Context: an optimization exercise on an open-source flow, tuned for small area. The choices shown serve that exercise and are no tape-out recipe.
RTL that was checked went through simulation tests only; none was proved equivalent to the original.
Power and IR drop assume default switching activity.

## ook_core
module ook_core (
    input  wire        clk,
    input  wire        rst,               
    input  wire        edge_valid,        
    input  wire        edge_carrier,      
    input  wire [31:0] edge_duration,     
    input  wire        tick,              
    input  wire        service,           
    input  wire [31:0] cfg_pulse_min,
    input  wire [31:0] cfg_pulse_max,
    input  wire [31:0] cfg_eop_min,
    input  wire [31:0] cfg_pre_min,
    input  wire [31:0] cfg_zero_min,
    input  wire [31:0] cfg_zero_max,
    input  wire [31:0] cfg_one_min,
    input  wire [31:0] cfg_one_max,
    input  wire [7:0]  cfg_confirm_threshold,
    input  wire [31:0] cfg_window_ticks,
    input  wire [31:0] cfg_idle_ticks,
    input  wire        cfg_fallback,
    input  wire [31:0] cfg_frame_timeout_ticks,
    input  wire        cfg_temp_signed,
    output reg         reading_valid,
    output wire [31:0] reading,           
    output reg         err_valid,         
    output wire [2:0]  err_reason,
    output reg         noconf_valid       
);
For scale: roughly 1,700 cells after synthesis, roughly 340 flip-flops, ~440 I/O pins, about 20,000 sq um of cells after synthesis.
make LEC_CHECK=0 CAP_MARGIN=20 CORE_MARGIN=2 CORE_UTILIZATION=40 PLACE_DENSITY=0.6 SLEW_MARGIN=20 SYNTH_HIERARCHICAL=1 finish   # period 20.0 ns
run.sh (not shown) runs the stock make flow with config.mk's settings and CLKGATE_MAP_FILE= SYNTH_SCRIPT=/design/flow/synth_recipe.tcl, a recipe that flattens the netlist after the stock synthesis.
The first run finished but failed the layout checks on negative setup slack.
Edit:
--- a/flow/design.v
+++ b/flow/design.v
@@ -112,55 +112,65 @@
             2'd0: slot = q_data[35:0];
             2'd1: slot = q_data[71:36];
             2'd2: slot = q_data[107:72];
             default: slot = q_data[143:108];
         endcase
     end
     wire [35:0] head = q_empty ? payload : slot;
-    wire        match   = rec_valid & (head == rec_raw);
-    wire [7:0]  cnt1    = match ? rec_count + 8'd1 : 8'd1;
-    wire [7:0]  thr     = (cfg_confirm_threshold == 8'd0) ? 8'd1 : cfg_confirm_threshold;
-    wire        confirm = pop & (cnt1 == thr);
+    wire        eq_hi   = (head[35:1] == rec_raw[35:1]);
+    wire        match   = rec_valid & eq_hi & (head[0] == rec_raw[0]);
+    wire [7:0]  cnt_inc = rec_count + 8'd1;
+    wire [7:0]  cnt1    = match ? cnt_inc : 8'd1;
+    wire        thr_le1 = ~|cfg_confirm_threshold[7:1];
+    wire        conf_m  = (cnt_inc == cfg_confirm_threshold);
+    wire        confirm = pop & (match ? conf_m : thr_le1);
     wire        opening = pop & ~rec_valid;
     wire        rv1     = pop ? ~confirm : rec_valid;
-    wire [31:0] f_base   = edge_valid ? 32'd0 : frame_tm;
-    wire [31:0] f_inc    = inc32(f_base);
-    wire        f_run    = tick & (st1 != ST_IDLE) & (|cfg_frame_timeout_ticks);
-    wire        timeout  = f_run & (f_inc == cfg_frame_timeout_ticks);
-    wire [31:0] w_base   = opening ? 32'd0 : win_tm;
-    wire [31:0] w_inc    = inc32(w_base);
-    wire        w_run    = tick & rv1 & (|cfg_window_ticks);
-    wire        w_fire   = w_run & (w_inc == cfg_window_ticks);
-    wire [31:0] i_base   = (opening | (edge_valid & s_pre)) ? 32'd0 : idle_tm;
-    wire [31:0] i_inc    = inc32(i_base);
-    wire        i_run    = tick & rv1 & (|cfg_idle_ticks);
-    wire        i_fire   = i_run & (i_inc == cfg_idle_ticks);
+    wire [31:0] f_inc    = inc32(frame_tm);
+    wire        f_hiz    = ~|cfg_frame_timeout_ticks[31:1];
+    wire        f_run    = tick & (st1 != ST_IDLE) & (cfg_frame_timeout_ticks[0] | ~f_hiz);
+    wire        timeout  = f_run & (edge_valid ? (cfg_frame_timeout_ticks[0] & f_hiz)
+                                               : (f_inc == cfg_frame_timeout_ticks));
+    wire [31:0] f_next   = edge_valid ? {31'd0, f_run} : (f_run ? f_inc : frame_tm);
+    wire [31:0] w_inc    = inc32(win_tm);
+    wire        w_hiz    = ~|cfg_window_ticks[31:1];
+    wire        w_run    = tick & rv1 & (cfg_window_ticks[0] | ~w_hiz);
+    wire        w_fire   = w_run & (opening ? (cfg_window_ticks[0] & w_hiz)
+                                            : (w_inc == cfg_window_ticks));
+    wire [31:0] w_next   = opening ? {31'd0, w_run} : (w_run ? w_inc : win_tm);
+    wire        i_clr    = opening | (edge_valid & s_pre);
+    wire [31:0] i_inc    = inc32(idle_tm);
+    wire        i_hiz    = ~|cfg_idle_ticks[31:1];
+    wire        i_run    = tick & rv1 & (cfg_idle_ticks[0] | ~i_hiz);
+    wire        i_fire   = i_run & (i_clr ? (cfg_idle_ticks[0] & i_hiz)
+                                          : (i_inc == cfg_idle_ticks));
+    wire [31:0] i_next   = i_clr ? {31'd0, i_run} : (i_run ? i_inc : idle_tm);
     wire        close    = w_fire | i_fire;
     always @(posedge clk) begin
         if (append)
             frame_sr <= payload;
         if (edge_valid & s_pre)
             frame_cnt <= CNT_START;
         else if (append)
             frame_cnt <= {frame_cnt[4:0], frame_cnt[5] ^ frame_cnt[4]};
-        frame_tm  <= f_run ? f_inc : f_base;
+        frame_tm  <= f_next;
         if (complete) begin
             case (q_wp)
                 2'd0: q_data[35:0]    <= payload;
                 2'd1: q_data[71:36]   <= payload;
                 2'd2: q_data[107:72]  <= payload;
                 default: q_data[143:108] <= payload;
             endcase
         end
         if (pop) begin
             rec_raw   <= head;
             rec_count <= cnt1;
         end
-        win_tm    <= w_run ? w_inc : w_base;
-        idle_tm   <= i_run ? i_inc : i_base;
+        win_tm    <= w_next;
+        idle_tm   <= i_next;
         low_conf  <= rv1;
         temp_signed_q <= cfg_temp_signed;
         err_code  <= timeout ? E_TIMEOUT :
                      (s_noise ? E_NOISE : (e_prem ? E_PREMATURE : E_ORDER));
         if (rst) begin
             asm_state     <= ST_IDLE;
             q_rp          <= 2'd0;
After rerunning: With this change the flow completed without violations; utilization drops by 4.1 points; total power climbs by 46%; wire length drops by 4.1%; hold slack barely changes; sequential power climbs by about 19%; clock power drops by about 10%; worst setup slack gets better by 2.1 ns.
The RTL of the first run of this note was laid out without a check of its function.

## port drivers added, routing unchanged
Ports are ideal in the flow. The routed layouts listed here were re-timed in OpenROAD.
Step 1 sets driving cells, clkbuf_16 on the clock port and buf_2 on the other inputs (assumed; they add their load-dependent delay and slew).
Step 2 times the ports against the registers' clock, not the clock port: input delays grow and output delays shrink by t, the midpoint of the rising clock arrivals with the driver on.
a / b / c = ideal / step 1 / step 2; a / b = the first two.
run	shift t [ns]	setup WS [ns]	worst slew at a driven data input, ns
the first run	0.598	-1.269 / -1.265 / -1.863	0.13
the second run	0.575	0.846 / 0.874 / 0.299	0.13
For the first run, which loses most, drivers alone change the setup slack by +0.004 ns; drivers and shift together by -0.594 ns.
